Context: an optimization exercise on an open-source flow, tuned for small area, a short achievable clock period and few clock cycles. The choices shown serve that exercise and are no tape-out recipe. The RTL was checked by simulation tests, not by an equivalence proof against the original design. Power figures rest on the tool's default switching activity, not on a simulated workload.

==> flow/design.v <==
module kb_keymap (
    input  wire       layer,
    input  wire [6:0] idx,
    output reg  [7:0] code
);
    always @(*) begin
        case ({layer, idx})
            {1'b0, 7'd0}: code = 8'h29;
            {1'b0, 7'd1}: code = 8'h35;
            {1'b0, 7'd2}: code = 8'h2B;
            {1'b0, 7'd3}: code = 8'h39;
            {1'b0, 7'd4}: code = 8'hE1;
            {1'b0, 7'd5}: code = 8'hE0;
            {1'b0, 7'd6}: code = 8'h3A;
            {1'b0, 7'd7}: code = 8'h1E;
            {1'b0, 7'd8}: code = 8'h14;
            {1'b0, 7'd9}: code = 8'h04;
            {1'b0, 7'd10}: code = 8'h1D;
            {1'b0, 7'd11}: code = 8'hE3;
            {1'b0, 7'd12}: code = 8'h3B;
            {1'b0, 7'd13}: code = 8'h1F;
            {1'b0, 7'd14}: code = 8'h1A;
            {1'b0, 7'd15}: code = 8'h16;
            {1'b0, 7'd16}: code = 8'h1B;
            {1'b0, 7'd17}: code = 8'hE2;
            {1'b0, 7'd18}: code = 8'h3C;
            {1'b0, 7'd19}: code = 8'h20;
            {1'b0, 7'd20}: code = 8'h08;
            {1'b0, 7'd21}: code = 8'h07;
            {1'b0, 7'd22}: code = 8'h06;
            {1'b0, 7'd24}: code = 8'h3D;
            {1'b0, 7'd25}: code = 8'h21;
            {1'b0, 7'd26}: code = 8'h15;
            {1'b0, 7'd27}: code = 8'h09;
            {1'b0, 7'd28}: code = 8'h19;
            {1'b0, 7'd30}: code = 8'h3E;
            {1'b0, 7'd31}: code = 8'h22;
            {1'b0, 7'd32}: code = 8'h17;
            {1'b0, 7'd33}: code = 8'h0A;
            {1'b0, 7'd34}: code = 8'h05;
            {1'b0, 7'd35}: code = 8'h2C;
            {1'b0, 7'd36}: code = 8'h3F;
            {1'b0, 7'd37}: code = 8'h23;
            {1'b0, 7'd38}: code = 8'h1C;
            {1'b0, 7'd39}: code = 8'h0B;
            {1'b0, 7'd40}: code = 8'h11;
            {1'b0, 7'd42}: code = 8'h40;
            {1'b0, 7'd43}: code = 8'h24;
            {1'b0, 7'd44}: code = 8'h18;
            {1'b0, 7'd45}: code = 8'h0D;
            {1'b0, 7'd46}: code = 8'h10;
            {1'b0, 7'd48}: code = 8'h41;
            {1'b0, 7'd49}: code = 8'h25;
            {1'b0, 7'd50}: code = 8'h0C;
            {1'b0, 7'd51}: code = 8'h0E;
            {1'b0, 7'd52}: code = 8'h36;
            {1'b0, 7'd54}: code = 8'h42;
            {1'b0, 7'd55}: code = 8'h26;
            {1'b0, 7'd56}: code = 8'h12;
            {1'b0, 7'd57}: code = 8'h0F;
            {1'b0, 7'd58}: code = 8'h37;
            {1'b0, 7'd59}: code = 8'hE6;
            {1'b0, 7'd60}: code = 8'h43;
            {1'b0, 7'd61}: code = 8'h27;
            {1'b0, 7'd62}: code = 8'h13;
            {1'b0, 7'd63}: code = 8'h33;
            {1'b0, 7'd64}: code = 8'h38;
            {1'b0, 7'd65}: code = 8'hE7;
            {1'b0, 7'd66}: code = 8'h44;
            {1'b0, 7'd67}: code = 8'h2D;
            {1'b0, 7'd68}: code = 8'h2F;
            {1'b0, 7'd69}: code = 8'h34;
            {1'b0, 7'd71}: code = 8'hE4;
            {1'b0, 7'd72}: code = 8'h45;
            {1'b0, 7'd73}: code = 8'h2E;
            {1'b0, 7'd74}: code = 8'h30;
            {1'b0, 7'd77}: code = 8'h50;
            {1'b0, 7'd78}: code = 8'h46;
            {1'b0, 7'd79}: code = 8'h2A;
            {1'b0, 7'd80}: code = 8'h31;
            {1'b0, 7'd81}: code = 8'h28;
            {1'b0, 7'd82}: code = 8'hE5;
            {1'b0, 7'd83}: code = 8'h51;
            {1'b0, 7'd84}: code = 8'h4C;
            {1'b0, 7'd85}: code = 8'h49;
            {1'b0, 7'd88}: code = 8'h52;
            {1'b0, 7'd89}: code = 8'h4F;
            {1'b0, 7'd90}: code = 8'h4A;
            {1'b0, 7'd91}: code = 8'h4B;
            {1'b0, 7'd92}: code = 8'h4E;
            {1'b0, 7'd93}: code = 8'h4D;
            {1'b1, 7'd0}: code = 8'h01;
            {1'b1, 7'd1}: code = 8'h35;
            {1'b1, 7'd2}: code = 8'h2B;
            {1'b1, 7'd3}: code = 8'h39;
            {1'b1, 7'd4}: code = 8'hE5;
            {1'b1, 7'd5}: code = 8'hE0;
            {1'b1, 7'd6}: code = 8'h7F;
            {1'b1, 7'd7}: code = 8'h1E;
            {1'b1, 7'd8}: code = 8'h14;
            {1'b1, 7'd9}: code = 8'h03;
            {1'b1, 7'd10}: code = 8'h1D;
            {1'b1, 7'd11}: code = 8'hE3;
            {1'b1, 7'd12}: code = 8'h80;
            {1'b1, 7'd13}: code = 8'h1F;
            {1'b1, 7'd14}: code = 8'h1A;
            {1'b1, 7'd15}: code = 8'h16;
            {1'b1, 7'd16}: code = 8'h1B;
            {1'b1, 7'd17}: code = 8'hE2;
            {1'b1, 7'd18}: code = 8'h81;
            {1'b1, 7'd19}: code = 8'h20;
            {1'b1, 7'd20}: code = 8'h08;
            {1'b1, 7'd21}: code = 8'h07;
            {1'b1, 7'd24}: code = 8'h74;
            {1'b1, 7'd25}: code = 8'h21;
            {1'b1, 7'd26}: code = 8'h15;
            {1'b1, 7'd27}: code = 8'h09;
            {1'b1, 7'd28}: code = 8'h19;
            {1'b1, 7'd30}: code = 8'h75;
            {1'b1, 7'd31}: code = 8'h22;
            {1'b1, 7'd32}: code = 8'h17;
            {1'b1, 7'd33}: code = 8'h0A;
            {1'b1, 7'd34}: code = 8'h05;
            {1'b1, 7'd36}: code = 8'h76;
            {1'b1, 7'd37}: code = 8'h23;
            {1'b1, 7'd38}: code = 8'h1C;
            {1'b1, 7'd39}: code = 8'h0B;
            {1'b1, 7'd40}: code = 8'h11;
            {1'b1, 7'd42}: code = 8'h77;
            {1'b1, 7'd43}: code = 8'h24;
            {1'b1, 7'd44}: code = 8'h18;
            {1'b1, 7'd45}: code = 8'h0D;
            {1'b1, 7'd46}: code = 8'h10;
            {1'b1, 7'd48}: code = 8'h78;
            {1'b1, 7'd49}: code = 8'h25;
            {1'b1, 7'd50}: code = 8'h0C;
            {1'b1, 7'd51}: code = 8'h0E;
            {1'b1, 7'd52}: code = 8'h36;
            {1'b1, 7'd54}: code = 8'h79;
            {1'b1, 7'd55}: code = 8'h26;
            {1'b1, 7'd56}: code = 8'h12;
            {1'b1, 7'd57}: code = 8'h0F;
            {1'b1, 7'd58}: code = 8'h37;
            {1'b1, 7'd59}: code = 8'hE6;
            {1'b1, 7'd60}: code = 8'h7A;
            {1'b1, 7'd61}: code = 8'h27;
            {1'b1, 7'd62}: code = 8'h13;
            {1'b1, 7'd63}: code = 8'h33;
            {1'b1, 7'd64}: code = 8'h38;
            {1'b1, 7'd65}: code = 8'hE7;
            {1'b1, 7'd66}: code = 8'h7B;
            {1'b1, 7'd67}: code = 8'h2D;
            {1'b1, 7'd68}: code = 8'h2F;
            {1'b1, 7'd69}: code = 8'h34;
            {1'b1, 7'd71}: code = 8'hE4;
            {1'b1, 7'd72}: code = 8'h7C;
            {1'b1, 7'd73}: code = 8'h2E;
            {1'b1, 7'd74}: code = 8'h30;
            {1'b1, 7'd77}: code = 8'h4A;
            {1'b1, 7'd78}: code = 8'h48;
            {1'b1, 7'd79}: code = 8'h2A;
            {1'b1, 7'd80}: code = 8'h31;
            {1'b1, 7'd81}: code = 8'h28;
            {1'b1, 7'd82}: code = 8'hE5;
            {1'b1, 7'd83}: code = 8'h4E;
            {1'b1, 7'd84}: code = 8'h47;
            {1'b1, 7'd85}: code = 8'h49;
            {1'b1, 7'd88}: code = 8'h4B;
            {1'b1, 7'd89}: code = 8'h4D;
            {1'b1, 7'd90}: code = 8'h02;
            {1'b1, 7'd91}: code = 8'h4B;
            {1'b1, 7'd92}: code = 8'h4E;
            {1'b1, 7'd93}: code = 8'h4D;
            default: code = 8'h00;
        endcase
    end
endmodule
module kb_report_encoder (
    input  wire        clk,
    input  wire        rst,
    input  wire        start,
    input  wire [95:0] deb,
    output wire        ready,
    output reg         done,
    output reg  [63:0] report,
    output wire        changed
);
    wire L = deb[95];
    reg        busy;
    reg  [2:0] ph;
    reg  [12:0] gtr;     
    reg  [5:1] qst;     
    reg        valid, diffa, diffb;
    wire p0 = ~busy;
    wire active = busy | start;
    wire cont;          
    wire n0 = (deb[0] & ~L);
    wire n1 = deb[1];
    wire n2 = deb[2];
    wire n3 = deb[3];
    wire n4 = deb[6];
    wire n5 = deb[7];
    wire n6 = deb[8];
    wire n7 = (deb[9] & ~L);
    wire n8 = deb[10];
    wire n9 = deb[12];
    wire n10 = deb[13];
    wire n11 = deb[14];
    wire n12 = deb[15];
    wire n13 = deb[16];
    wire n14 = deb[18];
    wire n15 = deb[19];
    wire n16 = deb[20];
    wire n17 = deb[21];
    wire n18 = (deb[22] & ~L);
    wire n19 = deb[24];
    wire n20 = deb[25];
    wire n21 = deb[26];
    wire n22 = deb[27];
    wire n23 = deb[28];
    wire n24 = deb[30];
    wire n25 = deb[31];
    wire n26 = deb[32];
    wire n27 = deb[33];
    wire n28 = deb[34];
    wire n29 = (deb[35] & ~L);
    wire n30 = deb[36];
    wire n31 = deb[37];
    wire n32 = deb[38];
    wire n33 = deb[39];
    wire n34 = deb[40];
    wire n35 = deb[42];
    wire n36 = deb[43];
    wire n37 = deb[44];
    wire n38 = deb[45];
    wire n39 = deb[46];
    wire n40 = deb[48];
    wire n41 = deb[49];
    wire n42 = deb[50];
    wire n43 = deb[51];
    wire n44 = deb[52];
    wire n45 = deb[54];
    wire n46 = deb[55];
    wire n47 = deb[56];
    wire n48 = deb[57];
    wire n49 = deb[58];
    wire n50 = deb[60];
    wire n51 = deb[61];
    wire n52 = deb[62];
    wire n53 = deb[63];
    wire n54 = deb[64];
    wire n55 = deb[66];
    wire n56 = deb[67];
    wire n57 = deb[68];
    wire n58 = deb[69];
    wire n59 = deb[72];
    wire n60 = deb[73];
    wire n61 = deb[74];
    wire n62 = deb[77];
    wire n63 = deb[78];
    wire n64 = deb[79];
    wire n65 = deb[80];
    wire n66 = deb[81];
    wire n67 = deb[83];
    wire n68 = deb[84];
    wire n69 = deb[85];
    wire n70 = deb[88];
    wire n71 = deb[89];
    wire n72 = (deb[90] & ~L);
    wire n73 = deb[91];
    wire n74 = deb[92];
    wire n75 = deb[93];
    wire n76 = 1'b0;
    wire n77 = 1'b0;
    wire gt0 = gtr[0];
    wire m0 = n0 & gt0;
    wire m1 = n1 & (gt0 | (gtr[1] & qst[1]));
    wire m2 = n2 & (gt0 | (gtr[1] & qst[2]));
    wire m3 = n3 & (gt0 | (gtr[1] & qst[3]));
    wire m4 = n4 & (gt0 | (gtr[1] & qst[4]));
    wire m5 = n5 & (gt0 | (gtr[1] & qst[5]));
    wire a0 = m0 | m1 | m2 | m3 | m4 | m5;
    wire d0 = (m0 & m1) | (m0 & m2) | (m0 & m3) | (m0 & m4) | (m0 & m5) | (m1 & m2) | (m1 & m3) | (m1 & m4) | (m1 & m5) | (m2 & m3) | (m2 & m4) | (m2 & m5) | (m3 & m4) | (m3 & m5) | (m4 & m5);
    wire h0 = m0;
    wire h1 = ~m0 & m1;
    wire h2 = ~m0 & ~m1 & m2;
    wire h3 = ~m0 & ~m1 & ~m2 & m3;
    wire h4 = ~m0 & ~m1 & ~m2 & ~m3 & m4;
    wire h5 = ~m0 & ~m1 & ~m2 & ~m3 & ~m4 & m5;
    wire af0_1 = m0;
    wire af0_2 = m0 | m1;
    wire af0_3 = m0 | m1 | m2;
    wire af0_4 = m0 | m1 | m2 | m3;
    wire af0_5 = m0 | m1 | m2 | m3 | m4;
    wire lc0_0 = h0 | h1 | h2 | h3 | (L & (h4));
    wire lc0_1 = h2 | h4 | h5;
    wire lc0_2 = h1 | h5 | (L & (h4));
    wire lc0_3 = h0 | h2 | h3 | h4 | h5;
    wire lc0_4 = h1 | h3 | h4 | h5;
    wire lc0_5 = h0 | h1 | h2 | h3 | h4;
    wire lc0_6 = (L & (h4));
    wire lc0_7 = 1'b0;
    wire gt1 = gtr[1];
    wire m6 = n6 & gt1;
    wire m7 = n7 & (gt1 | (gtr[2] & qst[1]));
    wire m8 = n8 & (gt1 | (gtr[2] & qst[2]));
    wire m9 = n9 & (gt1 | (gtr[2] & qst[3]));
    wire m10 = n10 & (gt1 | (gtr[2] & qst[4]));
    wire m11 = n11 & (gt1 | (gtr[2] & qst[5]));
    wire a1 = m6 | m7 | m8 | m9 | m10 | m11;
    wire d1 = (m6 & m7) | (m6 & m8) | (m6 & m9) | (m6 & m10) | (m6 & m11) | (m7 & m8) | (m7 & m9) | (m7 & m10) | (m7 & m11) | (m8 & m9) | (m8 & m10) | (m8 & m11) | (m9 & m10) | (m9 & m11) | (m10 & m11);
    wire h6 = m6;
    wire h7 = ~m6 & m7;
    wire h8 = ~m6 & ~m7 & m8;
    wire h9 = ~m6 & ~m7 & ~m8 & m9;
    wire h10 = ~m6 & ~m7 & ~m8 & ~m9 & m10;
    wire h11 = ~m6 & ~m7 & ~m8 & ~m9 & ~m10 & m11;
    wire af1_1 = m6;
    wire af1_2 = m6 | m7;
    wire af1_3 = m6 | m7 | m8;
    wire af1_4 = m6 | m7 | m8 | m9;
    wire af1_5 = m6 | m7 | m8 | m9 | m10;
    wire lc1_0 = h8 | h10 | (~L & (h9));
    wire lc1_1 = h10 | h11 | (~L & (h9));
    wire lc1_2 = h6 | h7 | h8 | h10;
    wire lc1_3 = h8 | h10 | h11 | (~L & (h9));
    wire lc1_4 = h6 | h8 | h10 | h11 | (~L & (h9));
    wire lc1_5 = (~L & (h9));
    wire lc1_6 = 1'b0;
    wire lc1_7 = (L & (h9));
    wire gt2 = gtr[2];
    wire m12 = n12 & gt2;
    wire m13 = n13 & (gt2 | (gtr[3] & qst[1]));
    wire m14 = n14 & (gt2 | (gtr[3] & qst[2]));
    wire m15 = n15 & (gt2 | (gtr[3] & qst[3]));
    wire m16 = n16 & (gt2 | (gtr[3] & qst[4]));
    wire m17 = n17 & (gt2 | (gtr[3] & qst[5]));
    wire a2 = m12 | m13 | m14 | m15 | m16 | m17;
    wire d2 = (m12 & m13) | (m12 & m14) | (m12 & m15) | (m12 & m16) | (m12 & m17) | (m13 & m14) | (m13 & m15) | (m13 & m16) | (m13 & m17) | (m14 & m15) | (m14 & m16) | (m14 & m17) | (m15 & m16) | (m15 & m17) | (m16 & m17);
    wire h12 = m12;
    wire h13 = ~m12 & m13;
    wire h14 = ~m12 & ~m13 & m14;
    wire h15 = ~m12 & ~m13 & ~m14 & m15;
    wire h16 = ~m12 & ~m13 & ~m14 & ~m15 & m16;
    wire h17 = ~m12 & ~m13 & ~m14 & ~m15 & ~m16 & m17;
    wire af2_1 = m12;
    wire af2_2 = m12 | m13;
    wire af2_3 = m12 | m13 | m14;
    wire af2_4 = m12 | m13 | m14 | m15;
    wire af2_5 = m12 | m13 | m14 | m15 | m16;
    wire lc2_0 = h13 | h17 | (L & (h14));
    wire lc2_1 = h12 | h13 | h17;
    wire lc2_2 = h12 | h17 | (~L & (h14));
    wire lc2_3 = h13 | h16 | (~L & (h14));
    wire lc2_4 = h12 | h13 | (~L & (h14));
    wire lc2_5 = h15 | (~L & (h14));
    wire lc2_6 = 1'b0;
    wire lc2_7 = (L & (h14));
    wire gt3 = gtr[3];
    wire m18 = n18 & gt3;
    wire m19 = n19 & (gt3 | (gtr[4] & qst[1]));
    wire m20 = n20 & (gt3 | (gtr[4] & qst[2]));
    wire m21 = n21 & (gt3 | (gtr[4] & qst[3]));
    wire m22 = n22 & (gt3 | (gtr[4] & qst[4]));
    wire m23 = n23 & (gt3 | (gtr[4] & qst[5]));
    wire a3 = m18 | m19 | m20 | m21 | m22 | m23;
    wire d3 = (m18 & m19) | (m18 & m20) | (m18 & m21) | (m18 & m22) | (m18 & m23) | (m19 & m20) | (m19 & m21) | (m19 & m22) | (m19 & m23) | (m20 & m21) | (m20 & m22) | (m20 & m23) | (m21 & m22) | (m21 & m23) | (m22 & m23);
    wire h18 = m18;
    wire h19 = ~m18 & m19;
    wire h20 = ~m18 & ~m19 & m20;
    wire h21 = ~m18 & ~m19 & ~m20 & m21;
    wire h22 = ~m18 & ~m19 & ~m20 & ~m21 & m22;
    wire h23 = ~m18 & ~m19 & ~m20 & ~m21 & ~m22 & m23;
    wire af3_1 = m18;
    wire af3_2 = m18 | m19;
    wire af3_3 = m18 | m19 | m20;
    wire af3_4 = m18 | m19 | m20 | m21;
    wire af3_5 = m18 | m19 | m20 | m21 | m22;
    wire lc3_0 = h20 | h21 | h22 | h23 | (~L & (h19));
    wire lc3_1 = h18;
    wire lc3_2 = h18 | h19 | h21;
    wire lc3_3 = h22 | h23 | (~L & (h19));
    wire lc3_4 = h19 | h21 | h23;
    wire lc3_5 = h19 | h20;
    wire lc3_6 = (L & (h19));
    wire lc3_7 = 1'b0;
    wire gt4 = gtr[4];
    wire m24 = n24 & gt4;
    wire m25 = n25 & (gt4 | (gtr[5] & qst[1]));
    wire m26 = n26 & (gt4 | (gtr[5] & qst[2]));
    wire m27 = n27 & (gt4 | (gtr[5] & qst[3]));
    wire m28 = n28 & (gt4 | (gtr[5] & qst[4]));
    wire m29 = n29 & (gt4 | (gtr[5] & qst[5]));
    wire a4 = m24 | m25 | m26 | m27 | m28 | m29;
    wire d4 = (m24 & m25) | (m24 & m26) | (m24 & m27) | (m24 & m28) | (m24 & m29) | (m25 & m26) | (m25 & m27) | (m25 & m28) | (m25 & m29) | (m26 & m27) | (m26 & m28) | (m26 & m29) | (m27 & m28) | (m27 & m29) | (m28 & m29);
    wire h24 = m24;
    wire h25 = ~m24 & m25;
    wire h26 = ~m24 & ~m25 & m26;
    wire h27 = ~m24 & ~m25 & ~m26 & m27;
    wire h28 = ~m24 & ~m25 & ~m26 & ~m27 & m28;
    wire h29 = ~m24 & ~m25 & ~m26 & ~m27 & ~m28 & m29;
    wire af4_1 = m24;
    wire af4_2 = m24 | m25;
    wire af4_3 = m24 | m25 | m26;
    wire af4_4 = m24 | m25 | m26 | m27;
    wire af4_5 = m24 | m25 | m26 | m27 | m28;
    wire lc4_0 = h26 | h28 | (L & (h24));
    wire lc4_1 = h25 | h26 | h27 | (~L & (h24));
    wire lc4_2 = h24 | h26 | h28 | h29;
    wire lc4_3 = h27 | h29 | (~L & (h24));
    wire lc4_4 = h24 | h26;
    wire lc4_5 = h24 | h25 | h29;
    wire lc4_6 = (L & (h24));
    wire lc4_7 = 1'b0;
    wire gt5 = gtr[5];
    wire m30 = n30 & gt5;
    wire m31 = n31 & (gt5 | (gtr[6] & qst[1]));
    wire m32 = n32 & (gt5 | (gtr[6] & qst[2]));
    wire m33 = n33 & (gt5 | (gtr[6] & qst[3]));
    wire m34 = n34 & (gt5 | (gtr[6] & qst[4]));
    wire m35 = n35 & (gt5 | (gtr[6] & qst[5]));
    wire a5 = m30 | m31 | m32 | m33 | m34 | m35;
    wire d5 = (m30 & m31) | (m30 & m32) | (m30 & m33) | (m30 & m34) | (m30 & m35) | (m31 & m32) | (m31 & m33) | (m31 & m34) | (m31 & m35) | (m32 & m33) | (m32 & m34) | (m32 & m35) | (m33 & m34) | (m33 & m35) | (m34 & m35);
    wire h30 = m30;
    wire h31 = ~m30 & m31;
    wire h32 = ~m30 & ~m31 & m32;
    wire h33 = ~m30 & ~m31 & ~m32 & m33;
    wire h34 = ~m30 & ~m31 & ~m32 & ~m33 & m34;
    wire h35 = ~m30 & ~m31 & ~m32 & ~m33 & ~m34 & m35;
    wire af5_1 = m30;
    wire af5_2 = m30 | m31;
    wire af5_3 = m30 | m31 | m32;
    wire af5_4 = m30 | m31 | m32 | m33;
    wire af5_5 = m30 | m31 | m32 | m33 | m34;
    wire lc5_0 = h31 | h33 | h34 | (~L & (h30)) | (L & (h35));
    wire lc5_1 = h30 | h31 | h33 | (L & (h35));
    wire lc5_2 = h30 | h32 | (L & (h35));
    wire lc5_3 = h32 | h33 | (~L & (h30));
    wire lc5_4 = h30 | h32 | h34 | (L & (h35));
    wire lc5_5 = h30 | h31 | (L & (h35));
    wire lc5_6 = h35 | (L & (h30));
    wire lc5_7 = 1'b0;
    wire gt6 = gtr[6];
    wire m36 = n36 & gt6;
    wire m37 = n37 & (gt6 | (gtr[7] & qst[1]));
    wire m38 = n38 & (gt6 | (gtr[7] & qst[2]));
    wire m39 = n39 & (gt6 | (gtr[7] & qst[3]));
    wire m40 = n40 & (gt6 | (gtr[7] & qst[4]));
    wire m41 = n41 & (gt6 | (gtr[7] & qst[5]));
    wire a6 = m36 | m37 | m38 | m39 | m40 | m41;
    wire d6 = (m36 & m37) | (m36 & m38) | (m36 & m39) | (m36 & m40) | (m36 & m41) | (m37 & m38) | (m37 & m39) | (m37 & m40) | (m37 & m41) | (m38 & m39) | (m38 & m40) | (m38 & m41) | (m39 & m40) | (m39 & m41) | (m40 & m41);
    wire h36 = m36;
    wire h37 = ~m36 & m37;
    wire h38 = ~m36 & ~m37 & m38;
    wire h39 = ~m36 & ~m37 & ~m38 & m39;
    wire h40 = ~m36 & ~m37 & ~m38 & ~m39 & m40;
    wire h41 = ~m36 & ~m37 & ~m38 & ~m39 & ~m40 & m41;
    wire af6_1 = m36;
    wire af6_2 = m36 | m37;
    wire af6_3 = m36 | m37 | m38;
    wire af6_4 = m36 | m37 | m38 | m39;
    wire af6_5 = m36 | m37 | m38 | m39 | m40;
    wire lc6_0 = h38 | h41 | (~L & (h40));
    wire lc6_1 = 1'b0;
    wire lc6_2 = h36 | h38 | h41;
    wire lc6_3 = h37 | h38 | (L & (h40));
    wire lc6_4 = h37 | h39 | (L & (h40));
    wire lc6_5 = h36 | h41 | (L & (h40));
    wire lc6_6 = h40;
    wire lc6_7 = 1'b0;
    wire gt7 = gtr[7];
    wire m42 = n42 & gt7;
    wire m43 = n43 & (gt7 | (gtr[8] & qst[1]));
    wire m44 = n44 & (gt7 | (gtr[8] & qst[2]));
    wire m45 = n45 & (gt7 | (gtr[8] & qst[3]));
    wire m46 = n46 & (gt7 | (gtr[8] & qst[4]));
    wire m47 = n47 & (gt7 | (gtr[8] & qst[5]));
    wire a7 = m42 | m43 | m44 | m45 | m46 | m47;
    wire d7 = (m42 & m43) | (m42 & m44) | (m42 & m45) | (m42 & m46) | (m42 & m47) | (m43 & m44) | (m43 & m45) | (m43 & m46) | (m43 & m47) | (m44 & m45) | (m44 & m46) | (m44 & m47) | (m45 & m46) | (m45 & m47) | (m46 & m47);
    wire h42 = m42;
    wire h43 = ~m42 & m43;
    wire h44 = ~m42 & ~m43 & m44;
    wire h45 = ~m42 & ~m43 & ~m44 & m45;
    wire h46 = ~m42 & ~m43 & ~m44 & ~m45 & m46;
    wire h47 = ~m42 & ~m43 & ~m44 & ~m45 & ~m46 & m47;
    wire af7_1 = m42;
    wire af7_2 = m42 | m43;
    wire af7_3 = m42 | m43 | m44;
    wire af7_4 = m42 | m43 | m44 | m45;
    wire af7_5 = m42 | m43 | m44 | m45 | m46;
    wire lc7_0 = (L & (h45));
    wire lc7_1 = h43 | h44 | h46 | h47 | (~L & (h45));
    wire lc7_2 = h42 | h43 | h44 | h46;
    wire lc7_3 = h42 | h43 | (L & (h45));
    wire lc7_4 = h44 | h47 | (L & (h45));
    wire lc7_5 = h44 | h46 | (L & (h45));
    wire lc7_6 = h45;
    wire lc7_7 = 1'b0;
    wire gt8 = gtr[8];
    wire m48 = n48 & gt8;
    wire m49 = n49 & (gt8 | (gtr[9] & qst[1]));
    wire m50 = n50 & (gt8 | (gtr[9] & qst[2]));
    wire m51 = n51 & (gt8 | (gtr[9] & qst[3]));
    wire m52 = n52 & (gt8 | (gtr[9] & qst[4]));
    wire m53 = n53 & (gt8 | (gtr[9] & qst[5]));
    wire a8 = m48 | m49 | m50 | m51 | m52 | m53;
    wire d8 = (m48 & m49) | (m48 & m50) | (m48 & m51) | (m48 & m52) | (m48 & m53) | (m49 & m50) | (m49 & m51) | (m49 & m52) | (m49 & m53) | (m50 & m51) | (m50 & m52) | (m50 & m53) | (m51 & m52) | (m51 & m53) | (m52 & m53);
    wire h48 = m48;
    wire h49 = ~m48 & m49;
    wire h50 = ~m48 & ~m49 & m50;
    wire h51 = ~m48 & ~m49 & ~m50 & m51;
    wire h52 = ~m48 & ~m49 & ~m50 & ~m51 & m52;
    wire h53 = ~m48 & ~m49 & ~m50 & ~m51 & ~m52 & m53;
    wire af8_1 = m48;
    wire af8_2 = m48 | m49;
    wire af8_3 = m48 | m49 | m50;
    wire af8_4 = m48 | m49 | m50 | m51;
    wire af8_5 = m48 | m49 | m50 | m51 | m52;
    wire lc8_0 = h48 | h49 | h51 | h52 | h53 | (~L & (h50));
    wire lc8_1 = h48 | h49 | h50 | h51 | h52 | h53;
    wire lc8_2 = h48 | h49 | h51;
    wire lc8_3 = h48 | (L & (h50));
    wire lc8_4 = h49 | h52 | h53 | (L & (h50));
    wire lc8_5 = h49 | h51 | h53 | (L & (h50));
    wire lc8_6 = h50;
    wire lc8_7 = 1'b0;
    wire gt9 = gtr[9];
    wire m54 = n54 & gt9;
    wire m55 = n55 & (gt9 | (gtr[10] & qst[1]));
    wire m56 = n56 & (gt9 | (gtr[10] & qst[2]));
    wire m57 = n57 & (gt9 | (gtr[10] & qst[3]));
    wire m58 = n58 & (gt9 | (gtr[10] & qst[4]));
    wire m59 = n59 & (gt9 | (gtr[10] & qst[5]));
    wire a9 = m54 | m55 | m56 | m57 | m58 | m59;
    wire d9 = (m54 & m55) | (m54 & m56) | (m54 & m57) | (m54 & m58) | (m54 & m59) | (m55 & m56) | (m55 & m57) | (m55 & m58) | (m55 & m59) | (m56 & m57) | (m56 & m58) | (m56 & m59) | (m57 & m58) | (m57 & m59) | (m58 & m59);
    wire h54 = m54;
    wire h55 = ~m54 & m55;
    wire h56 = ~m54 & ~m55 & m56;
    wire h57 = ~m54 & ~m55 & ~m56 & m57;
    wire h58 = ~m54 & ~m55 & ~m56 & ~m57 & m58;
    wire h59 = ~m54 & ~m55 & ~m56 & ~m57 & ~m58 & m59;
    wire af9_1 = m54;
    wire af9_2 = m54 | m55;
    wire af9_3 = m54 | m55 | m56;
    wire af9_4 = m54 | m55 | m56 | m57;
    wire af9_5 = m54 | m55 | m56 | m57 | m58;
    wire lc9_0 = h56 | h57 | (~L & (h59)) | (L & (h55));
    wire lc9_1 = h57 | (L & (h55));
    wire lc9_2 = h56 | h57 | h58 | h59 | (~L & (h55));
    wire lc9_3 = h54 | h56 | h57 | (L & (h55 | h59));
    wire lc9_4 = h54 | h58 | (L & (h55 | h59));
    wire lc9_5 = h54 | h56 | h57 | h58 | (L & (h55 | h59));
    wire lc9_6 = h55 | h59;
    wire lc9_7 = 1'b0;
    wire gt10 = gtr[10];
    wire m60 = n60 & gt10;
    wire m61 = n61 & (gt10 | (gtr[11] & qst[1]));
    wire m62 = n62 & (gt10 | (gtr[11] & qst[2]));
    wire m63 = n63 & (gt10 | (gtr[11] & qst[3]));
    wire m64 = n64 & (gt10 | (gtr[11] & qst[4]));
    wire m65 = n65 & (gt10 | (gtr[11] & qst[5]));
    wire a10 = m60 | m61 | m62 | m63 | m64 | m65;
    wire d10 = (m60 & m61) | (m60 & m62) | (m60 & m63) | (m60 & m64) | (m60 & m65) | (m61 & m62) | (m61 & m63) | (m61 & m64) | (m61 & m65) | (m62 & m63) | (m62 & m64) | (m62 & m65) | (m63 & m64) | (m63 & m65) | (m64 & m65);
    wire h60 = m60;
    wire h61 = ~m60 & m61;
    wire h62 = ~m60 & ~m61 & m62;
    wire h63 = ~m60 & ~m61 & ~m62 & m63;
    wire h64 = ~m60 & ~m61 & ~m62 & ~m63 & m64;
    wire h65 = ~m60 & ~m61 & ~m62 & ~m63 & ~m64 & m65;
    wire af10_1 = m60;
    wire af10_2 = m60 | m61;
    wire af10_3 = m60 | m61 | m62;
    wire af10_4 = m60 | m61 | m62 | m63;
    wire af10_5 = m60 | m61 | m62 | m63 | m64;
    wire lc10_0 = h65;
    wire lc10_1 = h60 | h64 | (~L & (h63)) | (L & (h62));
    wire lc10_2 = h60 | (~L & (h63));
    wire lc10_3 = h60 | h64 | (L & (h62 | h63));
    wire lc10_4 = h61 | h65 | (~L & (h62));
    wire lc10_5 = h60 | h61 | h64 | h65;
    wire lc10_6 = h62 | h63;
    wire lc10_7 = 1'b0;
    wire gt11 = gtr[11];
    wire m66 = n66 & gt11;
    wire m67 = n67 & (gt11 | (gtr[12] & qst[1]));
    wire m68 = n68 & (gt11 | (gtr[12] & qst[2]));
    wire m69 = n69 & (gt11 | (gtr[12] & qst[3]));
    wire m70 = n70 & (gt11 | (gtr[12] & qst[4]));
    wire m71 = n71 & (gt11 | (gtr[12] & qst[5]));
    wire a11 = m66 | m67 | m68 | m69 | m70 | m71;
    wire d11 = (m66 & m67) | (m66 & m68) | (m66 & m69) | (m66 & m70) | (m66 & m71) | (m67 & m68) | (m67 & m69) | (m67 & m70) | (m67 & m71) | (m68 & m69) | (m68 & m70) | (m68 & m71) | (m69 & m70) | (m69 & m71) | (m70 & m71);
    wire h66 = m66;
    wire h67 = ~m66 & m67;
    wire h68 = ~m66 & ~m67 & m68;
    wire h69 = ~m66 & ~m67 & ~m68 & m69;
    wire h70 = ~m66 & ~m67 & ~m68 & ~m69 & m70;
    wire h71 = ~m66 & ~m67 & ~m68 & ~m69 & ~m70 & m71;
    wire af11_1 = m66;
    wire af11_2 = m66 | m67;
    wire af11_3 = m66 | m67 | m68;
    wire af11_4 = m66 | m67 | m68 | m69;
    wire af11_5 = m66 | m67 | m68 | m69 | m70;
    wire lc11_0 = h69 | h71 | (~L & (h67)) | (L & (h68 | h70));
    wire lc11_1 = h70 | (~L & (h71)) | (L & (h67 | h68));
    wire lc11_2 = h68 | h71 | (L & (h67));
    wire lc11_3 = h66 | h69 | h71 | (~L & (h68)) | (L & (h67 | h70));
    wire lc11_4 = (~L & (h67 | h70));
    wire lc11_5 = h66;
    wire lc11_6 = h67 | h68 | h69 | h70 | h71;
    wire lc11_7 = 1'b0;
    wire gt12 = gtr[12];
    wire m72 = n72 & gt12;
    wire m73 = n73 & (gt12 | (1'b1 & qst[1]));
    wire m74 = n74 & (gt12 | (1'b1 & qst[2]));
    wire m75 = n75 & (gt12 | (1'b1 & qst[3]));
    wire m76 = n76 & (gt12 | (1'b1 & qst[4]));
    wire m77 = n77 & (gt12 | (1'b1 & qst[5]));
    wire a12 = m72 | m73 | m74 | m75 | m76 | m77;
    wire d12 = (m72 & m73) | (m72 & m74) | (m72 & m75) | (m72 & m76) | (m72 & m77) | (m73 & m74) | (m73 & m75) | (m73 & m76) | (m73 & m77) | (m74 & m75) | (m74 & m76) | (m74 & m77) | (m75 & m76) | (m75 & m77) | (m76 & m77);
    wire h72 = m72;
    wire h73 = ~m72 & m73;
    wire h74 = ~m72 & ~m73 & m74;
    wire h75 = ~m72 & ~m73 & ~m74 & m75;
    wire h76 = ~m72 & ~m73 & ~m74 & ~m75 & m76;
    wire h77 = ~m72 & ~m73 & ~m74 & ~m75 & ~m76 & m77;
    wire af12_1 = m72;
    wire af12_2 = m72 | m73;
    wire af12_3 = m72 | m73 | m74;
    wire af12_4 = m72 | m73 | m74 | m75;
    wire af12_5 = m72 | m73 | m74 | m75 | m76;
    wire lc12_0 = h73 | h75;
    wire lc12_1 = h72 | h73 | h74;
    wire lc12_2 = h74 | h75;
    wire lc12_3 = h72 | h73 | h74 | h75;
    wire lc12_4 = 1'b0;
    wire lc12_5 = 1'b0;
    wire lc12_6 = h72 | h73 | h74 | h75;
    wire lc12_7 = 1'b0;
    reg  [12:0] pin;   
    integer s_, d_;
    always @(*) begin
        pin = {a12,a11,a10,a9,a8,a7,a6,a5,a4,a3,a2,a1,a0};
        for (d_ = 1; d_ < 13; d_ = d_ * 2)
            for (s_ = 12; s_ >= 0; s_ = s_ - 1)
                if ((s_ / d_) % 2 == 1) pin[s_] = pin[s_] | pin[(s_ / d_) * d_ - 1];
    end
    wire [13:0] P = {pin, 1'b0};   
    wire any = P[13];
    wire r0 = a0 & ~P[0];
    wire r1 = a1 & ~P[1];
    wire r2 = a2 & ~P[2];
    wire r3 = a3 & ~P[3];
    wire r4 = a4 & ~P[4];
    wire r5 = a5 & ~P[5];
    wire r6 = a6 & ~P[6];
    wire r7 = a7 & ~P[7];
    wire r8 = a8 & ~P[8];
    wire r9 = a9 & ~P[9];
    wire r10 = a10 & ~P[10];
    wire r11 = a11 & ~P[11];
    wire r12 = a12 & ~P[12];
    wire [7:0] code;
    assign code[0] = (r0 & lc0_0) | (r1 & lc1_0) | (r2 & lc2_0) | (r3 & lc3_0) | (r4 & lc4_0) | (r5 & lc5_0) | (r6 & lc6_0) | (r7 & lc7_0) | (r8 & lc8_0) | (r9 & lc9_0) | (r10 & lc10_0) | (r11 & lc11_0) | (r12 & lc12_0);
    assign code[1] = (r0 & lc0_1) | (r1 & lc1_1) | (r2 & lc2_1) | (r3 & lc3_1) | (r4 & lc4_1) | (r5 & lc5_1) | (r6 & lc6_1) | (r7 & lc7_1) | (r8 & lc8_1) | (r9 & lc9_1) | (r10 & lc10_1) | (r11 & lc11_1) | (r12 & lc12_1);
    assign code[2] = (r0 & lc0_2) | (r1 & lc1_2) | (r2 & lc2_2) | (r3 & lc3_2) | (r4 & lc4_2) | (r5 & lc5_2) | (r6 & lc6_2) | (r7 & lc7_2) | (r8 & lc8_2) | (r9 & lc9_2) | (r10 & lc10_2) | (r11 & lc11_2) | (r12 & lc12_2);
    assign code[3] = (r0 & lc0_3) | (r1 & lc1_3) | (r2 & lc2_3) | (r3 & lc3_3) | (r4 & lc4_3) | (r5 & lc5_3) | (r6 & lc6_3) | (r7 & lc7_3) | (r8 & lc8_3) | (r9 & lc9_3) | (r10 & lc10_3) | (r11 & lc11_3) | (r12 & lc12_3);
    assign code[4] = (r0 & lc0_4) | (r1 & lc1_4) | (r2 & lc2_4) | (r3 & lc3_4) | (r4 & lc4_4) | (r5 & lc5_4) | (r6 & lc6_4) | (r7 & lc7_4) | (r8 & lc8_4) | (r9 & lc9_4) | (r10 & lc10_4) | (r11 & lc11_4) | (r12 & lc12_4);
    assign code[5] = (r0 & lc0_5) | (r1 & lc1_5) | (r2 & lc2_5) | (r3 & lc3_5) | (r4 & lc4_5) | (r5 & lc5_5) | (r6 & lc6_5) | (r7 & lc7_5) | (r8 & lc8_5) | (r9 & lc9_5) | (r10 & lc10_5) | (r11 & lc11_5) | (r12 & lc12_5);
    assign code[6] = (r0 & lc0_6) | (r1 & lc1_6) | (r2 & lc2_6) | (r3 & lc3_6) | (r4 & lc4_6) | (r5 & lc5_6) | (r6 & lc6_6) | (r7 & lc7_6) | (r8 & lc8_6) | (r9 & lc9_6) | (r10 & lc10_6) | (r11 & lc11_6) | (r12 & lc12_6);
    assign code[7] = (r0 & lc0_7) | (r1 & lc1_7) | (r2 & lc2_7) | (r3 & lc3_7) | (r4 & lc4_7) | (r5 & lc5_7) | (r6 & lc6_7) | (r7 & lc7_7) | (r8 & lc8_7) | (r9 & lc9_7) | (r10 & lc10_7) | (r11 & lc11_7) | (r12 & lc12_7);
    wire qn1 = (r0 & af0_1) | (r1 & af1_1) | (r2 & af2_1) | (r3 & af3_1) | (r4 & af4_1) | (r5 & af5_1) | (r6 & af6_1) | (r7 & af7_1) | (r8 & af8_1) | (r9 & af9_1) | (r10 & af10_1) | (r11 & af11_1) | (r12 & af12_1);
    wire qn2 = (r0 & af0_2) | (r1 & af1_2) | (r2 & af2_2) | (r3 & af3_2) | (r4 & af4_2) | (r5 & af5_2) | (r6 & af6_2) | (r7 & af7_2) | (r8 & af8_2) | (r9 & af9_2) | (r10 & af10_2) | (r11 & af11_2) | (r12 & af12_2);
    wire qn3 = (r0 & af0_3) | (r1 & af1_3) | (r2 & af2_3) | (r3 & af3_3) | (r4 & af4_3) | (r5 & af5_3) | (r6 & af6_3) | (r7 & af7_3) | (r8 & af8_3) | (r9 & af9_3) | (r10 & af10_3) | (r11 & af11_3) | (r12 & af12_3);
    wire qn4 = (r0 & af0_4) | (r1 & af1_4) | (r2 & af2_4) | (r3 & af3_4) | (r4 & af4_4) | (r5 & af5_4) | (r6 & af6_4) | (r7 & af7_4) | (r8 & af8_4) | (r9 & af9_4) | (r10 & af10_4) | (r11 & af11_4) | (r12 & af12_4);
    wire qn5 = (r0 & af0_5) | (r1 & af1_5) | (r2 & af2_5) | (r3 & af3_5) | (r4 & af4_5) | (r5 & af5_5) | (r6 & af6_5) | (r7 & af7_5) | (r8 & af8_5) | (r9 & af9_5) | (r10 & af10_5) | (r11 & af11_5) | (r12 & af12_5);
    wire tb1_1 = a0 | a1;
    wire tb2_1 = (a0 & a1);
    wire tb1_2 = a2 | a3;
    wire tb2_2 = (a2 & a3);
    wire tb1_3 = a4 | a5;
    wire tb2_3 = (a4 & a5);
    wire tb1_4 = a6 | a7;
    wire tb2_4 = (a6 & a7);
    wire tb1_5 = a8 | a9;
    wire tb2_5 = (a8 & a9);
    wire tb1_6 = a10 | a11;
    wire tb2_6 = (a10 & a11);
    wire tb1_7 = tb1_1 | tb1_2;
    wire tb2_7 = (tb1_1 & tb1_2) | tb2_1 | tb2_2;
    wire tb1_8 = tb1_3 | tb1_4;
    wire tb2_8 = (tb1_3 & tb1_4) | tb2_3 | tb2_4;
    wire tb1_9 = tb1_5 | tb1_6;
    wire tb2_9 = (tb1_5 & tb1_6) | tb2_5 | tb2_6;
    wire tb1_10 = tb1_7 | tb1_8;
    wire tb2_10 = (tb1_7 & tb1_8) | tb2_7 | tb2_8;
    wire tb1_11 = tb1_9 | a12;
    wire tb2_11 = (tb1_9 & a12) | tb2_9;
    wire tb1_12 = tb1_10 | tb1_11;
    wire tb2_12 = (tb1_10 & tb1_11) | tb2_10 | tb2_11;
    wire more = tb2_12 | d0 | d1 | d2 | d3 | d4 | d5 | d6 | d7 | d8 | d9 | d10 | d11 | d12;
    wire [7:0] mods = ({8{deb[4]}} & (L ? 8'h20 : 8'h02)) | ({8{deb[5]}} & 8'h01) | ({8{deb[11]}} & 8'h08) | ({8{deb[17]}} & 8'h04) | ({8{deb[59]}} & 8'h40) | ({8{deb[65]}} & 8'h80) | ({8{deb[71]}} & 8'h10) | ({8{deb[82]}} & 8'h20);
    wire any9 = deb[10] | deb[12] | deb[13] | deb[14] | deb[15] | deb[16] | deb[18] | deb[19] | deb[20] | deb[21] | deb[24] | deb[25] | deb[26] | deb[27] | deb[28] | deb[30] | deb[31] | deb[32] | deb[33] | deb[34] | deb[36] | deb[37] | deb[38] | deb[39] | deb[40] | deb[42] | deb[43] | deb[44] | deb[45] | deb[46] | deb[48] | deb[49] | deb[50] | deb[51] | deb[52] | deb[54] | deb[55] | deb[56] | deb[57] | deb[58] | deb[60] | deb[61] | deb[62] | deb[63] | deb[64] | deb[66] | deb[67] | deb[68] | deb[69] | deb[72] | deb[73] | deb[74] | deb[77] | deb[78] | deb[79] | deb[80] | deb[81] | deb[83] | deb[84] | deb[85] | deb[88] | deb[89] | deb[91] | deb[92] | deb[93];
    wire any90 = deb[91] | deb[92] | deb[93];
    wire sent = L & (deb[0] | deb[9] | deb[90]);
    wire [7:0] sbyte = deb[90] ? (any90 ? 8'h01 : 8'h02) :
                       deb[9]  ? (any9  ? 8'h01 : 8'h03) : 8'h01;
    wire [2:0] phe = ph;    
    wire ovf    = more & (phe == 3'd5);
    wire fill   = (p0 & sent) | ovf;
    wire [7:0] fb = ovf ? 8'h01 : sbyte;
    wire finish = fill | ~more;
    assign cont = active & ~finish;
    wire [7:0] old [0:5];
    reg  [5:0] en;
    reg  [7:0] d [0:5];
    integer s;
    always @(*) begin
        for (s = 0; s < 6; s = s + 1) begin
            en[s] = fill | (phe == s) | (finish & (phe < s));
            d[s]  = fill ? fb : ((phe == s) ? code : 8'h00);
        end
    end
    genvar gs;
    generate for (gs = 0; gs < 6; gs = gs + 1) begin : G_OLD
        assign old[gs] = report[16 + 8*gs +: 8];
    end endgenerate
    wire dmods = (mods != report[7:0]);
    reg  [7:0] old_ph;    
    reg  dfill, dzero, old_not01;
    always @(*) begin
        old_ph = 8'h00; dfill = 1'b0; dzero = 1'b0; old_not01 = 1'b0;
        for (s = 0; s < 6; s = s + 1) begin
            old_ph    = old_ph | ({8{phe == s}} & old[s]);
            dfill     = dfill | (old[s] != fb);
            dzero     = dzero | ((phe < s) & (old[s] != 8'h00));
            old_not01 = old_not01 | ((phe == s) & (old[s] != 8'h01));
        end
    end
    reg  [1:0] xr;
    wire [7:0] xc = code ^ old_ph;
    reg        chg_r;
    wire xdiff = |xr;
    wire cmpen = ~fill & ~(p0 & ~valid);
    wire enow = (p0 & dmods) | (fill ? dfill : (finish & dzero));
    wire nz   = (mods != 8'h00) | sent | any;
    wire chg_fin = ovf ? (diffb | old_not01) :
                   p0  ? (valid ? enow : nz) : (diffa | xdiff | enow);
    assign changed = chg_r | xdiff;
    assign ready = ~busy;
    always @(posedge clk) begin
        if (rst) begin
            busy  <= 1'b0;
            done  <= 1'b0;
            valid <= 1'b0;
        end else begin
            done <= active & finish;
            busy <= active & ~finish;
            if (active & p0) valid <= 1'b1;
        end
        ph  <= (rst | ~cont) ? 3'd0 : phe + 3'd1;
        gtr <= (rst | ~cont) ? {13{1'b1}} : P[12:0];
        qst <= {qn5,qn4,qn3,qn2,qn1};
        xr  <= (active & cmpen) ? {|xc[7:4], |xc[3:0]} : 2'b00;
        if (active) begin
            if (p0) report[7:0] <= mods;
            for (s = 0; s < 6; s = s + 1)
                if (en[s]) report[16 + 8*s +: 8] <= d[s];
            report[15:8] <= 8'h00;
            chg_r <= chg_fin;
            diffa <= p0 ? (valid ? enow : 1'b1) : (diffa | xdiff | enow);
            diffb <= p0 ? (valid ? (dmods | old_not01) : 1'b1) : (diffb | old_not01);
        end
    end
endmodule
==> flow/flow/run.sh <==
#!/bin/bash
# The standard layout (standard.sh), with every input and output port still
# buffered, but with a plain buffer cell (buf_1) instead of the resizer's
# default choice (a delay buffer, clkdlybuf4s50_1).
set -euo pipefail
export BUFFER_PORTS_ARGS="-buffer_cell sky130_fd_sc_hd__buf_1"
bash standard.sh > standard_flow.log 2>&1
==> flow/standard.sh <==
#!/bin/bash
# synth_recipe.tcl (not shown) runs the flow's synth.tcl, then flattens the netlist and writes it again
# the make line also repeats each setting of config.mk as NAME=value (left out here)
make -C /OpenROAD-flow-scripts/flow DESIGN_CONFIG=/design/flow/config.mk WORK_HOME=/design/flow/orfs CLKGATE_MAP_FILE= SYNTH_SCRIPT=/design/flow/synth_recipe.tcl "${@:-finish}"
==> flow/config.mk <==
export PLATFORM = sky130hd
export DESIGN_NAME = kb_report_encoder
export DESIGN_NICKNAME = kb_report_encoder
export VERILOG_FILES = /design/flow/design.v
export SDC_FILE = /design/flow/constraint.sdc
export NUM_CORES = 4
export LEC_CHECK = 0
export ABC_AREA = 1
export CAP_MARGIN = 20
export CORE_MARGIN = 2
export CORE_UTILIZATION = 55
export SETUP_SLACK_MARGIN = 1.9
export SLEW_MARGIN = 20
==> flow/constraint.sdc <==
create_clock -name core_clock -period 5.0 [get_ports {clk}]
set_input_delay 1.0000 -clock core_clock [delete_from_list [all_inputs] [get_ports {clk}]]
set_output_delay 1.0000 -clock core_clock [all_outputs]
set_load 0.01 [all_outputs]
==> results of run 1 <==
==> what timing repair did <==
item	4_1_cts	5_1_grt
endpoints found under the setup margin	108	118
gates resized for setup	81	89
pin swaps	28	29
setup buffers	33	17
==> where the power goes <==
part / leakage (nW) / switching, mW / total (mW) / internal (mW)
registers: 0.787 / 0.0623 / 0.868 / 0.806
logic: 3.98 / 0.388 / 0.580 / 0.191
clock network: 0.140 / 0.316 / 0.660 / 0.345
==> flip-flops by register name, summed over array words and instances, names as in the netlist, 2 cells and up <==
| name | cells |
|---|---|
| gtr | 13 |
| ph | 3 |
| qst | 5 |
| report | 56 |
| xr | 2 |
==> tightest hold or removal path: stages, from the launching register on <==
cell,delay (ns)
dfxtp_1,0.35
nor2_1,0.12
nor2_1,0.05
==> metrics by stage <==
stage	util, %	setup slack [ns]	total power [mW]
CTS	68.0	1.82	2.06
detailed placement	62.0	1.01	1.36
finish	71.1	1.75	2.11
global route	71.1	1.65	2.19
floorplan	-	1.84	1.18
global placement	62.0	1.06	1.35
==> worst min path at each step <==
stage | slack, ns | endpoint | cells after the start | startpoint
6_report | 0.57 | valid | 2 | valid
5_1_grt | 0.60 | valid | 2 | valid
4_1_cts | 0.54 | valid | 2 | valid
3_5_place_dp | 0.52 | valid | 2 | valid
3_3_place_gp | 0.50 | ph[0] | 1 | ph[0]
2_1_floorplan | 0.47 | ph[0] | 1 | ph[0]
==> area by class of cell <==
type,count,area share (%)
multi-input cells,1102,55.2
inverters,188,7.19
clock inverters,7,0.557
repair buffers,201,10.3
clock buffers,9,2.18
well taps,184,2.23
flip-flops and latches,85,22.3
==> routing by layer <==
| metal | up-vias | routed length (um) | global-route usage, % | share of wire [%] |
|---|---|---|---|---|
| li1 | 4938 | - | - | - |
| met1 | 4826 | 13300 | 57.1 | 40 |
| met2 | 710 | 14400 | 62.6 | 43 |
| met3 | 102 | 4410 | 9.64 | 13 |
| met4 | 0 | 1230 | 13.3 | 3.7 |
| met5 | - | 0 | 0 | 0 |
==> placed cells by master (no fill, tap or decap), drive strengths merged, types with 3 or more instances in the layout <==
master / n
a21oi: 46
clkbuf: 10
o221ai: 6
dfxtp: 26
buf: 200
o22ai: 4
nand2: 481
nor2: 240
o21ai: 71
a221oi: 7
nand4: 17
nand3: 85
nor4: 23
a21boi: 4
edfxtp: 59
nor3: 35
xor2: 9
and2: 3
a211oi: 6
o31ai: 4
inv: 189
a31oi: 8
clkinv: 5
o211ai: 7
nand3b: 7
ha: 4
o2111ai: 4
conb: 8
o21bai: 4
==> cell families (layout without fill, tap and decap cells) <==
group / after synthesis / in the layout
compound gates: 184 / 184
xor+xnor: 10 / 10
fa+ha+maj: 4 / 4
buf+inv: 209 / 405
flops: 85 / 85
other cells: 1 / 8
simple gates: 896 / 896
==> metrics.md, run 1 <==
| Metric | Value |
|---|---|
| Peak supply drop | `243 uV` |
| Routed vias/inst | `5.95` |
| Crit path max-delay family | `simple AND/OR/NAND/NOR gates` |
| CTS Buffer Depth | `2` |
| Crit path arrival time | `3.45 ns` |
| Width of the die | `126 um` |
| HPWL after DPL | `25500 um` |
| Starting DRT DRC Count | `1320` |
| Row cnt | `44` |
| Clk Tree Root Cell | `clkbuf_16` |
| Crit share post-route | `65.0%` |
| Number of synthesized flops with an enable pin | `59` |
| CTS clock-pin slew for the worst setup and hold paths | `0.06 ns` |
| TritonRoute pass-1 iters | `9` |
| Initial antenna violation count | `0` |
| Worst path max stage delay | `0.22 ns` |
| Post-synth ARST share | `0%` |
| DP Cell Count | `1710` |
| WL per Instance | `18.8 um` |
| Setup TNS | `0 ns` |
| Vert. Die Dim | `126 um` |
| Least-Margin Pin Slew | `0.995 ns` |
| # fillers | `1325` |
| Clock Sinks | `85` |
| Compound-Gate Fraction of Synth Area | `13.6%` |
| Tmin final | `3.25 ns` |
| Grt ovf | `0` |
| Mapped Area | `8210 sq um` |
| Max_cap viols | `0` |
| Detailed-route wire length | `33400 um` |
| H-tree levels | `3` |
| Final Wtd Congestion | `1.03` |
| Simple-Gate Fraction of Synth Area | `46.6%` |
| CP required | `5.20 ns` |
| IO Pins | `166` |
| Crit path depth | `18` |
| Most numerous cell in the Yosys netlist | `nand2_1` |
| Hold Fails Final Rpt | `0` |
| Initial core utilization | `56.5%` |
| Critical R2R Launch | `qst[4]` |
| GRT Util Overall | `40.9%` |
| Hold crit path type | `flip-flop to flip-flop` |
| Post-Synthesis Cells | `1389` |
| R2R Setup Slk | `1.92 ns` |
| Cts hold-fix bufs | `0` |
| Inserted Clock Buffers | `9` |
| Max_slew headroom | `33.0%` |
| P&R area growth vs syn | `25.9%` |
| CP endpoint | `report[41]` |
| Share of cells above drive strength 1 | `16.4%` |
| Status | `finished clean` |
| Critical-path cell list | `buf_1 -> buf_6 -> nor2_4 -> nand2_2 -> nand2_2 -> nor2_4 -> nand2_4 -> nor2_4 -> nand2_4 -> nor2_4 -> nor2_1 -> nor2_2 -> nand2_4 -> buf_4 -> a21boi_4 -> buf_4 -> nand2_2 -> o21ai_1` |
| Yosys warning total | `2` |
| Startpoint Class | `input pin` |
| Finished Cell Area | `10300 sq um` |
| Top cells by area, synth | `edfxtp_1, nand2_1, nor2_1, inv_1, dfxtp_1` |
| Vias in the first global route | `9679` |
| Commonest cells in the netlist | `nand2_1, nor2_1, inv_1, nand3_1, edfxtp_1` |
| # setup viols final | `0` |
| Post-Layout Cell Count | `1776` |
| Max Slew Vio Count | `0` |
| Core Area | `14500 sq um` |
| # DRC | `0` |
| Final nets | `1690` |
| RSZ-0062 raised after global routing | `true` |
| Register area | `2310 sq um` |
| Seq/Total Area, Yosys | `27.9%` |
| Worst Path Max Fanout | `8` |
| Largest family of logic cells by synthesized area | `simple AND/OR/NAND/NOR gates` |
| R2R Path End | `report[41]` |
| Synth top area share | `21.6%` |
| Synthesized flop and latch total | `85` |
| Pwr per Cell Area | `204 nW/um^2` |
| CTS tree | `yes` |
| Adder-Cell Fraction of Synth Area | `0.610%` |
| Yosys cell types | `58` |
| Antenna viol nets, final | `0` |
| Port bufs | `146` |
| XOR/XNOR Fraction of Synth Area | `1.07%` |
| Skew final | `0.0113 ns` |
| Die area | `15900 sq um` |
| Crit-path slowest cell | `buf_4` |
| Global-route wire length before repair | `50800 um` |
| Critical path buffer and inverter count | `4` |
| Multi-input gate area | `5710 sq um` |
| Fmax | `308 MHz` |
| Pleak | `4.91 nW` |
| Worst skew pair latency | `0.36 ns` |
| Critical Path Most Common Cell | `nor2_4` |
| Endpoint type of the worst setup path | `flip-flop` |
| Crit path from | `deb[95]` |
| Ant diodes | `0` |
| Mux share of post-synthesis cell area | `0%` |
| Worst reg2reg path depth | `18` |
| Area after DPL | `9010 sq um` |
| Main synth FF type | `edfxtp_1` |
| CP Class | `input pin to flip-flop` |
| Vias | `10600` |
| Syn avg cell area | `5.91 sq um` |
| Largest net degree at the start of global routing | `20` |
| Largest area contributor in the synthesized netlist | `edfxtp_1` |
| Worst Hold Slack | `0.567 ns` |
Testbench counts, summed over its fixed seeds: cycles 5,590.
==> run 2, diff against run 1 <==
--- a/flow/config.mk
+++ b/flow/config.mk
@@ -9,5 +9,5 @@
 export CAP_MARGIN = 20
 export CORE_MARGIN = 2
 export CORE_UTILIZATION = 55
-export SETUP_SLACK_MARGIN = 1.9
+export SETUP_SLACK_MARGIN = 1.35
 export SLEW_MARGIN = 20
==> metrics.md, run 2 <==
| Metric | Value |
|---|---|
| Seq/Total Area, Yosys | `27.9% (unchanged)` |
| Largest net degree at the start of global routing | `22 (was 20)` |
| Area after DPL | `8960 sq um (was 9010 sq um)` |
| Initial antenna violation count | `0 (unchanged)` |
| Width of the die | `126 um (unchanged)` |
| Top cells by area, synth | `edfxtp_1, nand2_1, nor2_1, inv_1, dfxtp_1 (unchanged)` |
| Yosys warning total | `2 (unchanged)` |
| CP required | `5.05 ns (was 5.20 ns)` |
| Detailed-route wire length | `31200 um (was 33400 um)` |
| R2R Path End | `xr[1] (was report[41])` |
| Register area | `2300 sq um (was 2310 sq um)` |
| Starting DRT DRC Count | `1253 (was 1320)` |
| Largest family of logic cells by synthesized area | `simple AND/OR/NAND/NOR gates (unchanged)` |
| DP Cell Count | `1715 (was 1710)` |
| Largest area contributor in the synthesized netlist | `edfxtp_1 (unchanged)` |
| CTS tree | `yes (unchanged)` |
| Vert. Die Dim | `126 um (unchanged)` |
| # fillers | `1517 (was 1325)` |
| Mapped Area | `8210 sq um (unchanged)` |
| Worst Path Max Fanout | `8 (unchanged)` |
| Hold Fails Final Rpt | `0 (unchanged)` |
| Max_cap viols | `0 (unchanged)` |
| Mux share of post-synthesis cell area | `0% (unchanged)` |
| Row cnt | `44 (unchanged)` |
| Tmin final | `3.52 ns (was 3.25 ns)` |
| Port bufs | `146 (unchanged)` |
| Initial core utilization | `56.5% (unchanged)` |
| Net Switching | `721 uW (was 766 uW)` |
| R2R Setup Slk | `1.61 ns (was 1.92 ns)` |
| Synth top area share | `21.6% (unchanged)` |
| Top reg by flops | `report (unchanged)` |
| Peak supply drop | `148 uV (was 243 uV)` |
| Sw Ratio | `34.8% (was 36.3%)` |
| H-tree levels | `3 (unchanged)` |
| Grt ovf | `0 (unchanged)` |
| Crit path arrival time | `3.57 ns (was 3.45 ns)` |
| Clk Tree Root Cell | `clkbuf_16 (unchanged)` |
| # setup viols final | `0 (unchanged)` |
| Post-synth ARST share | `0% (unchanged)` |
| Final core utilization | `64.4% (was 71.1%)` |
| Combinational Power Share | `24.3% (was 27.5%)` |
| CP Class | `input pin to flip-flop (unchanged)` |
| Max Slew Vio Count | `0 (unchanged)` |
| GRT Util Overall | `38.3% (was 40.9%)` |
| Most numerous cell in the Yosys netlist | `nand2_1 (unchanged)` |
| CTS clock-pin slew for the worst setup and hold paths | `0.06 ns (about the same)` |
| Pint | `1.35 mW (was 1.34 mW)` |
| Share of cells above drive strength 1 | `7.67% (was 16.4%)` |
| Largest regs | `report: 56 flops, gtr: 13 flops, qst: 5 flops (unchanged)` |
| Compound-Gate Fraction of Synth Area | `13.6% (unchanged)` |
| Number of synthesized flops with an enable pin | `59 (unchanged)` |
| Most common cell after layout, fill and taps aside | `nand2_1 (unchanged)` |
| Skew final | `0.0140 ns (was 0.0113 ns)` |
| Main synth FF type | `edfxtp_1 (unchanged)` |
| Final Wtd Congestion | `1.06 (was 1.03)` |
| Ant diodes | `0 (unchanged)` |
| Crit path from | `deb[95] (unchanged)` |
| Multi-input gate area | `5170 sq um (was 5710 sq um)` |
| WL per Instance | `18.0 um (was 18.8 um)` |
| Cts hold-fix bufs | `0 (unchanged)` |
| TritonRoute pass-1 iters | `7 (was 9)` |
| Clock Sinks | `85 (unchanged)` |
| Hold_sp | `ph[0] (was valid)` |
| Setup TNS | `0 ns (unchanged)` |
| Post-Synthesis Cells | `1389 (unchanged)` |
| Commonest cells in the netlist | `nand2_1, nor2_1, inv_1, nand3_1, edfxtp_1 (unchanged)` |
| XOR/XNOR Fraction of Synth Area | `1.07% (unchanged)` |
| Most frequent cells in the layout | `nand2_1, nor2_1, inv_1, buf_1, nand3_1 (was nand2_1, nor2_1, buf_1, inv_1, nand3_1)` |
| Worst setup margin | `1.48 ns (was 1.75 ns)` |
| Simple-Gate Fraction of Synth Area | `46.6% (unchanged)` |
| Hold endpoint | `ph[0] (was valid)` |
| Vias in the first global route | `8988 (was 9679)` |
| Critical R2R Launch | `qst[1] (was qst[4])` |
| IO Pins | `166 (unchanged)` |
| # DRC | `0 (unchanged)` |
| Least-Margin Pin Slew | `0.894 ns (was 0.995 ns)` |
| P&R area growth vs syn | `14.0% (was 25.9%)` |
| Max reg flops | `56 (unchanged)` |
| Hold crit path type | `flip-flop to flip-flop (unchanged)` |
| Worst skew pair latency | `0.36 ns (about the same)` |
| CTS Buffer Depth | `2 (unchanged)` |
| Max_slew headroom | `39.9% (was 33.0%)` |
| RSZ-0062 raised after global routing | `false (was true)` |
| Flop pwr share | `41.9% (was 41.2%)` |
| Final nets | `1649 (was 1690)` |
| Antenna viol nets, final | `0 (unchanged)` |
| Fmax | `284 MHz (was 308 MHz)` |
| Startpoint Class | `input pin (unchanged)` |
| DP Worst Slack | `0.927 ns (was 1.01 ns)` |
| Core Area | `14500 sq um (unchanged)` |
| Worst reg2reg path depth | `20 (was 18)` |
| Global-route wire length before repair | `47300 um (was 50800 um)` |
| Status | `finished clean (unchanged)` |
| Syn avg cell area | `5.91 sq um (unchanged)` |
| Inserted Clock Buffers | `9 (unchanged)` |
| Post-Layout Cell Count | `1735 (was 1776)` |
| Vias | `10200 (was 10600)` |
| Clk pwr share | `33.9% (was 31.3%)` |
| Routed vias/inst | `5.87 (was 5.95)` |
| HPWL after DPL | `24600 um (was 25500 um)` |
| Die area | `15900 sq um (unchanged)` |
| Synthesized flop and latch total | `85 (unchanged)` |
| Pleak | `4.54 nW (was 4.91 nW)` |
| Endpoint type of the worst setup path | `flip-flop (unchanged)` |
| Pwr per Cell Area | `221 nW/um^2 (was 204 nW/um^2)` |
| Hold path depth | `1 (was 2)` |
| Yosys cell types | `58 (unchanged)` |
| Crit share post-route | `70.4% (was 65.0%)` |
| Adder-Cell Fraction of Synth Area | `0.610% (unchanged)` |
| Finished Cell Area | `9360 sq um (was 10300 sq um)` |
## run 2: cell counts after synthesis
Identical to the previous run, type by type.
## run 2: kinds of logic after synthesis
logic type | Yosys count
other | 1
adder cells (fa/ha/maj) | 4
buffers and inverters | 209
XOR/XNOR | 10
flip-flops | 85
AND/OR/NAND/NOR | 896
AO/OA/AOI/OAI | 184
## run 2: through the flow
stage               power (mW)  hold slack (ns)
floorplan                 1.17            0.467
global placement          1.35            0.515
detailed placement        1.35            0.519
CTS                       2.05            0.534
global route              2.15            0.554
finish                    2.07            0.538
## run 2: how the worst max path moves through the flow
stage,end,slack [ns],cells past startpoint
floorplan,report[24],1.54,17
global placement,report[28],0.94,19
detailed placement,report[27],0.93,19
CTS,report[25],1.39,19
global route,report[25],1.30,19
finish,report[25],1.48,18
## run 2: worst max-delay path: stages
cell and delay (ns):
buf_2 0.16, inv_2 0.05, nand3_1 0.15, nand2_2 0.14, nor2_4 0.17, nand2_2 0.15, nor2_4 0.23, nand2_4 0.13
nor2_4 0.20, nor2_1 0.08, nor2_2 0.13, nand2_4 0.12, nand2_4 0.11, inv_1 0.09, nor3_2 0.20, a21oi_1 0.11
a21oi_1 0.14, buf_4 0.21
## run 2: timing repair
action,in CTS,in global routing
setup buffers,0,4
setup endpoints to repair,25,82
pin swaps,0,5
gates resized for setup,2,21
## run 2: per-layer routing
layer | vias up | routed length, um | GRT usage, %
met5 | - | 0 | 0
met4 | 0 | 1120 | 12.5
met3 | 97 | 4380 | 8.79
met2 | 707 | 13000 | 57.4
met1 | 4516 | 12700 | 54.7
li1 | 4858 | - | -
## run 2: cell type report
cell class	instances	share of cell area, %
inverter	188	7.54
tap	184	2.46
clock inverter	7	0.775
timing repair buffer	160	7.03
clock buffer	9	2.41
multi-input combinational	1102	55.2
sequential	85	24.5
## run 2: power by group through the flow
stage,Combinational [mW],Sequential (mW),Clock (mW)
floorplan,0.301,0.868,0
global placement,0.471,0.877,0
detailed placement,0.476,0.878,0
CTS,0.482,0.862,0.704
global route,0.552,0.868,0.731
finish,0.503,0.867,0.701

-- port drivers added, routing unchanged --
The results above use ideal ports. As a check the final layouts listed here were re-extracted and re-timed, cells and wires unchanged.
Step 1 sets driving cells, clkbuf_16 on the clock port and buf_2 on the other inputs (assumed; they add their load-dependent delay and slew).
Step 2, shift: input delay + t, output delay - t, t = (earliest + latest rising clock arrival at the registers) / 2. This alone moves slack from input paths to output paths.
Slacks: ideal ports / drivers / drivers and shift; pairs: ideal ports / drivers.
run	t, ns	setup slack, ns	worst setup path at the end	worst register clock-pin slew, ns	worst data-port slew with drivers (ns)
run 1	0.394	1.750 / 1.771 / 1.377	input to register	0.07 / 0.07	0.06
run 2	0.396	1.480 / 1.500 / 1.104	input to register	0.07 / 0.07	0.06
After both steps every run listed still meets setup and hold. The setup slack of run 2, which loses most, moves by +0.020 ns with the drivers and by -0.376 ns with both steps.
